From an optimization exercise on the open Yosys and OpenROAD flow, aimed at small area, a short achievable clock period and few clock cycles per item; shortcuts taken in it are not production practice.
Only simulation tests tie the RTL to the original design; equivalence was not proved.

==> run A <==
// jntub_core
module jntub_core (
    input  wire        clk,
    input  wire        rst,
    input  wire        in_valid,
    output wire        in_ready,
    input  wire [31:0] in_time,
    input  wire [9:0]  in_mode,
    input  wire [9:0]  in_rate,
    input  wire [9:0]  in_range,
    input  wire        in_trig,
    output reg         out_valid,
    output wire [7:0]  out_level
);
==> flow/config.mk <==
export PLATFORM = sky130hd
export DESIGN_NAME = jntub_core
export DESIGN_NICKNAME = jntub_core
export VERILOG_FILES = /design/flow/design.v
export SDC_FILE = /design/flow/constraint.sdc
export NUM_CORES = 4
export LEC_CHECK = 0
export CAP_MARGIN = 20
export CORE_MARGIN = 2
export CORE_UTILIZATION = 60
export PLACE_DENSITY = 0.7
export SETUP_SLACK_MARGIN = 3
export SLEW_MARGIN = 20
==> flow/constraint.sdc <==
create_clock -name core_clock -period 14.0 [get_ports {clk}]
set_input_delay 2.8000 -clock core_clock [delete_from_list [all_inputs] [get_ports {clk}]]
set_output_delay 2.8000 -clock core_clock [all_outputs]
set_load 0.01 [all_outputs]
run.sh (not shown) runs the stock make flow with config.mk's settings and CLKGATE_MAP_FILE= SYNTH_SCRIPT=/design/flow/synth_recipe.tcl, a recipe that flattens the netlist after the stock synthesis.
==> inputs of run Y, as changes to run A <==
--- a/flow/design.v
+++ b/flow/design.v
@@ -42,31 +42,33 @@
 endmodule
 module jntub_div #(
     parameter K = 2
 ) (
     input  wire [31:0]  r_in,
     input  wire [31:0]  d_in,
-    input  wire [5:0]   sh,
+    input  wire [1:0]   n,
     output wire [31:0]  r_out,
+    output wire [31:0]  r_one,    
     output wire [K-1:0] q
 );
     wire [31:0] r [0:K];
     wire [31:0] d [0:K];
     assign r[0] = r_in;
     assign d[0] = d_in;
     genvar i;
     generate
         for (i = 0; i < K; i = i + 1) begin : g_step
             wire [32:0] t = {1'b0, r[i]} - {1'b0, d[i]};
-            wire        f = (sh >= i) && !t[32];
+            wire        f = (n > i) && !t[32];
             assign r[i+1]   = f ? t[31:0] : r[i];
             assign d[i+1]   = {1'b0, d[i][31:1]};
             assign q[K-1-i] = f;
         end
     endgenerate
     assign r_out = r[K];
+    assign r_one = r[1];
 endmodule
 module jntub_mode_state (
     input  wire [31:0] a,
     output reg  [5:0]  n
 );
     integer i;
@@ -88,15 +90,15 @@
     input  wire        in_trig,
     output reg         out_valid,
     output wire [7:0]  out_level
 );
     localparam DK = 3;        
     reg  sl_mod, sl_div;      
-    reg  sl_fin;              
+    reg  sl_mul;              
     reg  rp;                  
-    assign in_ready = !(sl_mod || sl_div || sl_fin || rp);
+    assign in_ready = !(sl_mod || sl_div || sl_mul || rp);
     wire acc = in_valid && in_ready;
     wire [1:0] m_idx, m1;
     wire [9:0] m_nlo;
     jntub_qknob #(.NV(4), .H(5), .W(2)) u_mode (
         .clk(clk), .rst(rst), .upd(acc), .raw(in_mode),
         .idx(m_idx), .nidx(m1), .nlo(m_nlo));
@@ -274,31 +276,28 @@
     wire        ge1  = m[1] ? (e_raw >= per_o) : ((e_raw[31:23] != 9'd0) || zd1[40]);
     wire        h0   = m[1] ? ({e_raw, 1'b0} >= {1'b0, per_o}) : ((e_raw[31:22] != 10'd0) || zd2[40]);
     wire        ph_up = h0;
     wire        fast_ok = !need_mod || !ge1;
     wire        rt   = aux[3];
     wire [2:0]  rr   = aux[2:0];
-    reg  [31:0] pn_a, pn_b;
-    reg         d3_slow;
+    reg  [31:0] pn_a;
+    reg         d2_slow, d3_slow;
     reg  [2:0]  d3_den;
     always @(*) begin
-        pn_b = 32'd0;
+        d2_slow = 1'b0;
         d3_slow = 1'b0;
         d3_den = 3'd0;
         if (!m[0]) begin
             if (rt) pn_a = est << rr;
             else begin
                 case (rr)
                     3'd0: pn_a = est;
                     3'd1: pn_a = est << 1;
-                    3'd2: begin pn_a = est << 1; pn_b = est; end
                     3'd3: pn_a = est << 2;
-                    3'd4: begin pn_a = est << 2; pn_b = est; end
-                    3'd5: begin pn_a = est << 2; pn_b = est << 1; end
-                    3'd6: begin pn_a = est << 3; pn_b = ~est + 32'd1; end
-                    default: pn_a = est << 3;
+                    3'd7: pn_a = est << 3;
+                    default: begin pn_a = 32'd0; d2_slow = 1'b1; end
                 endcase
             end
         end else begin
             if (rt) pn_a = est >> rr;
             else begin
                 case (rr)
@@ -312,16 +311,28 @@
                         d3_den = rr + 3'd1;
                     end
                 endcase
             end
         end
     end
-    wire [31:0] pnew = pn_a + pn_b;
+    wire [31:0] pnew = pn_a;
+    reg  [31:0] pm_a, pm_b;
+    always @(*) begin
+        case (dr_idx)
+            3'd2:    begin pm_a = dv_r << 1; pm_b = dv_r; end
+            3'd4:    begin pm_a = dv_r << 2; pm_b = dv_r; end
+            3'd5:    begin pm_a = dv_r << 2; pm_b = dv_r << 1; end
+            default: begin pm_a = dv_r << 3; pm_b = ~dv_r + 32'd1; end
+        endcase
+    end
+    wire [31:0] pmul = pm_a + pm_b;
     wire        div_go = m[1] && m[0] && erise && d3_slow && (est >= {29'd0, d3_den});
     wire start_mod = go && !fast_ok;
     wire start_div = go && fast_ok && div_go;
+    wire mul_go    = (m == 2'd2) && erise && d2_slow;
+    wire start_mul = go && fast_ok && mul_go;
     wire commit    = go && fast_ok;
     wire        prev_n = upd ? st_o : prev_o;
     wire        ph_u   = upd ? ph_up : ph_o;
     wire [31:0] rise_u = (upd && !st_o && !ph_up) ? t : rise_o;
     wire [31:0] obs_u  = upd ? t : obs_o;
     reg        ph_n, run_n;
@@ -355,20 +366,23 @@
     end
     wire [31:0] nz_p = div_go ? {29'd0, d3_den} : P;
     wire [5:0]  lz_a, lz_b;
     jntub_mode_state u_lz_a (.a(e_raw), .n(lz_a));
     jntub_mode_state u_lz_b (.a(nz_p),  .n(lz_b));
     wire [31:0] dv_d0 = s_p << dv_cnt[4:0];
+    wire [1:0]  dv_m3 = dv_cnt % 3;
+    wire        dv_last = (dv_cnt == 6'd0);
+    wire [1:0]  dv_nc = dv_last ? 2'd1 : ((dv_m3 == 2'd0) ? 2'd3 : dv_m3);
+    wire [31:0] st_r1;
     wire [31:0] st_r;
     wire [DK-1:0] st_q;
     jntub_div #(.K(DK)) u_steps (
-        .r_in(dv_r), .d_in(dv_d0), .sh(dv_cnt),
-        .r_out(st_r), .q(st_q));
-    wire dv_last = (dv_cnt < DK);
-    wire fin_mod = sl_fin;
-    wire        f_ph   = {1'b0, dv_r, 1'b0} >= {2'b0, s_p};
+        .r_in(dv_r), .d_in(dv_d0), .n(dv_nc),
+        .r_out(st_r), .r_one(st_r1), .q(st_q));
+    wire fin_mod = sl_mod && dv_last;
+    wire        f_ph   = {1'b0, st_r1, 1'b0} >= {2'b0, s_p};
     wire        f_rise = !s_st && !f_ph;
     wire        f_fall = s_st && f_ph;
     wire        f_stop = (m_idx == 2'd1) && f_fall && (gates >= br_idx);
     wire        f_phn  = f_ph && !f_stop;
     wire        f_run  = (m_idx == 2'd1) ? (run1 && !f_stop) : 1'b1;
     assign out_level = {8{lvl}};
@@ -377,25 +391,25 @@
             ph <= 4'd0; prev <= 4'd0; ptrig <= 4'd0;
             rise0 <= 32'd0; rise1 <= 32'd0; rise2 <= 32'd0; rise3 <= 32'd0;
             run1 <= 1'b0; gates <= 3'd0;
             per2 <= 32'd0; per3 <= 32'd0; obs2 <= 32'd0; obs3 <= 32'd0;
             last2 <= 32'd0; last3 <= 32'd0;
             lvl <= 1'b0; out_valid <= 1'b0;
-            sl_mod <= 1'b0; sl_div <= 1'b0; sl_fin <= 1'b0; rp <= 1'b0;
+            sl_mod <= 1'b0; sl_div <= 1'b0; sl_mul <= 1'b0; rp <= 1'b0;
         end else begin
-            out_valid <= (commit && !div_go) || sl_fin || (sl_div && dv_last);
+            out_valid <= (commit && !div_go && !mul_go) || ((sl_mod || sl_div) && dv_last) || sl_mul;
             rp <= acc && replay;
             if (go) begin
                 prev[m]  <= prev_n;
                 ptrig[m] <= g;
                 if (m == 2'd2) obs2 <= obs_u;
                 if (m == 2'd3) obs3 <= obs_u;
             end
             if (commit) begin
                 ph[m] <= ph_n;
-                if (!div_go)
+                if (!div_go && !mul_go)
                     lvl <= run_n && !ph_n;
                 case (m)
                     2'd0: rise0 <= rise_n;
                     2'd1: begin rise1 <= rise_n; run1 <= run_n; gates <= gates_n; end
                     2'd2: begin
                         rise2 <= rise_n;
@@ -420,26 +434,30 @@
                 end
                 if (m_idx == 2'd1) begin
                     run1 <= f_run;
                     if (f_fall) gates <= f_stop ? 3'd0 : gates + 3'd1;
                 end
             end
+            sl_mul <= start_mul;
+            if (sl_mul) begin
+                per2 <= pmul;
+                lvl  <= 1'b1;
+            end
             if (sl_div && dv_last)
                 lvl <= 1'b1;
-            sl_fin <= sl_mod && dv_last;
             if (start_mod || start_div) begin
                 sl_mod <= start_mod;
                 sl_div <= start_div;
             end else if (dv_last) begin
                 sl_mod <= 1'b0;
                 sl_div <= 1'b0;
             end
             if (start_div)
                 per3 <= 32'd0;
             if (sl_div)
-                per3 <= (per3 << (dv_last ? dv_cnt + 6'd1 : DK)) | (st_q >> (DK - (dv_last ? dv_cnt + 6'd1 : DK)));
+                per3 <= (per3 << dv_nc) | (st_q >> (2'd3 - dv_nc));
         end
     end
     always @(posedge clk) begin
         if (acc) begin
             s_t    <= in_time;
             s_g    <= in_trig;
@@ -449,10 +467,10 @@
             dv_r   <= e_raw;
             dv_cnt <= lz_b - lz_a;
             s_p    <= nz_p;
             s_st   <= st_o;
         end else begin
             dv_r   <= st_r;
-            dv_cnt <= dv_cnt - DK;
+            dv_cnt <= dv_cnt - dv_nc;
         end
     end
 endmodule
==> inputs of run E, as changes to run A <==
--- a/flow/design.v
+++ b/flow/design.v
@@ -42,31 +42,33 @@
 endmodule
 module jntub_div #(
     parameter K = 2
 ) (
     input  wire [31:0]  r_in,
     input  wire [31:0]  d_in,
-    input  wire [5:0]   sh,
+    input  wire [1:0]   n,
     output wire [31:0]  r_out,
+    output wire [31:0]  r_one,    
     output wire [K-1:0] q
 );
     wire [31:0] r [0:K];
     wire [31:0] d [0:K];
     assign r[0] = r_in;
     assign d[0] = d_in;
     genvar i;
     generate
         for (i = 0; i < K; i = i + 1) begin : g_step
             wire [32:0] t = {1'b0, r[i]} - {1'b0, d[i]};
-            wire        f = (sh >= i) && !t[32];
+            wire        f = (n > i) && !t[32];
             assign r[i+1]   = f ? t[31:0] : r[i];
             assign d[i+1]   = {1'b0, d[i][31:1]};
             assign q[K-1-i] = f;
         end
     endgenerate
     assign r_out = r[K];
+    assign r_one = r[1];
 endmodule
 module jntub_mode_state (
     input  wire [31:0] a,
     output reg  [5:0]  n
 );
     integer i;
@@ -88,15 +90,14 @@
     input  wire        in_trig,
     output reg         out_valid,
     output wire [7:0]  out_level
 );
     localparam DK = 3;        
     reg  sl_mod, sl_div;      
-    reg  sl_fin;              
     reg  rp;                  
-    assign in_ready = !(sl_mod || sl_div || sl_fin || rp);
+    assign in_ready = !(sl_mod || sl_div || rp);
     wire acc = in_valid && in_ready;
     wire [1:0] m_idx, m1;
     wire [9:0] m_nlo;
     jntub_qknob #(.NV(4), .H(5), .W(2)) u_mode (
         .clk(clk), .rst(rst), .upd(acc), .raw(in_mode),
         .idx(m_idx), .nidx(m1), .nlo(m_nlo));
@@ -355,20 +356,23 @@
     end
     wire [31:0] nz_p = div_go ? {29'd0, d3_den} : P;
     wire [5:0]  lz_a, lz_b;
     jntub_mode_state u_lz_a (.a(e_raw), .n(lz_a));
     jntub_mode_state u_lz_b (.a(nz_p),  .n(lz_b));
     wire [31:0] dv_d0 = s_p << dv_cnt[4:0];
+    wire [1:0]  dv_m3 = dv_cnt % 3;
+    wire        dv_last = (dv_cnt == 6'd0);
+    wire [1:0]  dv_nc = dv_last ? 2'd1 : ((dv_m3 == 2'd0) ? 2'd3 : dv_m3);
+    wire [31:0] st_r1;
     wire [31:0] st_r;
     wire [DK-1:0] st_q;
     jntub_div #(.K(DK)) u_steps (
-        .r_in(dv_r), .d_in(dv_d0), .sh(dv_cnt),
-        .r_out(st_r), .q(st_q));
-    wire dv_last = (dv_cnt < DK);
-    wire fin_mod = sl_fin;
-    wire        f_ph   = {1'b0, dv_r, 1'b0} >= {2'b0, s_p};
+        .r_in(dv_r), .d_in(dv_d0), .n(dv_nc),
+        .r_out(st_r), .r_one(st_r1), .q(st_q));
+    wire fin_mod = sl_mod && dv_last;
+    wire        f_ph   = {1'b0, st_r1, 1'b0} >= {2'b0, s_p};
     wire        f_rise = !s_st && !f_ph;
     wire        f_fall = s_st && f_ph;
     wire        f_stop = (m_idx == 2'd1) && f_fall && (gates >= br_idx);
     wire        f_phn  = f_ph && !f_stop;
     wire        f_run  = (m_idx == 2'd1) ? (run1 && !f_stop) : 1'b1;
     assign out_level = {8{lvl}};
@@ -377,15 +381,15 @@
             ph <= 4'd0; prev <= 4'd0; ptrig <= 4'd0;
             rise0 <= 32'd0; rise1 <= 32'd0; rise2 <= 32'd0; rise3 <= 32'd0;
             run1 <= 1'b0; gates <= 3'd0;
             per2 <= 32'd0; per3 <= 32'd0; obs2 <= 32'd0; obs3 <= 32'd0;
             last2 <= 32'd0; last3 <= 32'd0;
             lvl <= 1'b0; out_valid <= 1'b0;
-            sl_mod <= 1'b0; sl_div <= 1'b0; sl_fin <= 1'b0; rp <= 1'b0;
+            sl_mod <= 1'b0; sl_div <= 1'b0; rp <= 1'b0;
         end else begin
-            out_valid <= (commit && !div_go) || sl_fin || (sl_div && dv_last);
+            out_valid <= (commit && !div_go) || ((sl_mod || sl_div) && dv_last);
             rp <= acc && replay;
             if (go) begin
                 prev[m]  <= prev_n;
                 ptrig[m] <= g;
                 if (m == 2'd2) obs2 <= obs_u;
                 if (m == 2'd3) obs3 <= obs_u;
@@ -422,24 +426,23 @@
                     run1 <= f_run;
                     if (f_fall) gates <= f_stop ? 3'd0 : gates + 3'd1;
                 end
             end
             if (sl_div && dv_last)
                 lvl <= 1'b1;
-            sl_fin <= sl_mod && dv_last;
             if (start_mod || start_div) begin
                 sl_mod <= start_mod;
                 sl_div <= start_div;
             end else if (dv_last) begin
                 sl_mod <= 1'b0;
                 sl_div <= 1'b0;
             end
             if (start_div)
                 per3 <= 32'd0;
             if (sl_div)
-                per3 <= (per3 << (dv_last ? dv_cnt + 6'd1 : DK)) | (st_q >> (DK - (dv_last ? dv_cnt + 6'd1 : DK)));
+                per3 <= (per3 << dv_nc) | (st_q >> (2'd3 - dv_nc));
         end
     end
     always @(posedge clk) begin
         if (acc) begin
             s_t    <= in_time;
             s_g    <= in_trig;
@@ -449,10 +452,10 @@
             dv_r   <= e_raw;
             dv_cnt <= lz_b - lz_a;
             s_p    <= nz_p;
             s_st   <= st_o;
         end else begin
             dv_r   <= st_r;
-            dv_cnt <= dv_cnt - DK;
+            dv_cnt <= dv_cnt - dv_nc;
         end
     end
 endmodule
==> summary of the runs <==
- Synthesized cell count: run Y is higher than run E (3.2%).
- Clock-buffer cell count is the same in run A and run Y.
- Cell area, lowest first: run A, run Y, run E.
- Of run A and run E, run E has the higher via count (gap about 1.3%, measured against run E).
- The highest register-to-register slack belongs to run E, the lowest to run Y.
- Cell count: run Y > run E > run A.
- Clock skew: run A > run E > run Y.
- Wire length: run Y > run E > run A.
==> figures <==
quantity	run Y	run E	run A
Register Area	0.0102 sq mm	0.0102 sq mm	0.0102 sq mm
TritonRoute pass-1 iters	13	14	15
Adder-cell area share of the yosys netlist	15.0%	15.4%	15.4%
Met2 usage in global routing	68.0%	70.4%	69.4%
Diode insertion count for antenna repair	7	8	4
Run status	finished clean	finished clean	finished clean
Number of distinct library cells after synthesis	107	110	117
Quantity of gates resized following cts	46	105	70
Worst r2r src	u_mode.idx[0]	dv_cnt[0]	u_mode.idx[0]
Compound-cell area share of the yosys netlist	30.5%	27.8%	28.8%
Number of clock buffers in the layout	82	71	82
WP buf/inv	4	2	5
Overall fraction of global-route tracks in use	48.6%	47.3%	47.2%
Final routed wirelength across all metal layers	252000 um	242000 um	236000 um
Met1 capacity usage during global routing	63.2%	58.2%	58.8%
Ratio of final minimum period to clock period	78.1%	78.0%	77.4%
Post-synthesis cell count	7812	7568	7521
Final HPWL DP	181000 um	171000 um	168000 um
Testbench counts of run A, summed over its fixed seeds: cycles 25,232, frames 20,000.
Testbench counts of run Y, summed over its fixed seeds: cycles 24,422, frames 20,000.
Testbench counts of run E, summed over its fixed seeds: cycles 24,357, frames 20,000.

port drivers added, routing unchanged:
The results above use ideal ports. As a check the final layouts listed here were re-extracted and re-timed, cells and wires unchanged. Step 1, drivers: a clkbuf_16 drives clk and a buf_2 each remaining input, both assumed. Step 2 also shifts input and output timing later by t, the mid clock arrival at the registers, as if the neighbouring blocks saw the same clock. Slacks: no drivers / after step 1 / after step 2; pairs: no drivers / after step 1.
run | t (ns) | setup WS [ns] | worst setup path after step 2
run A | 0.744 | 3.162 / 3.218 / 2.474 | input to register
run Y | 0.734 | 3.069 / 3.116 / 2.381 | input to register
run E | 0.724 | 3.073 / 3.131 / 2.407 | input to register
After both steps every run listed still meets setup and hold.
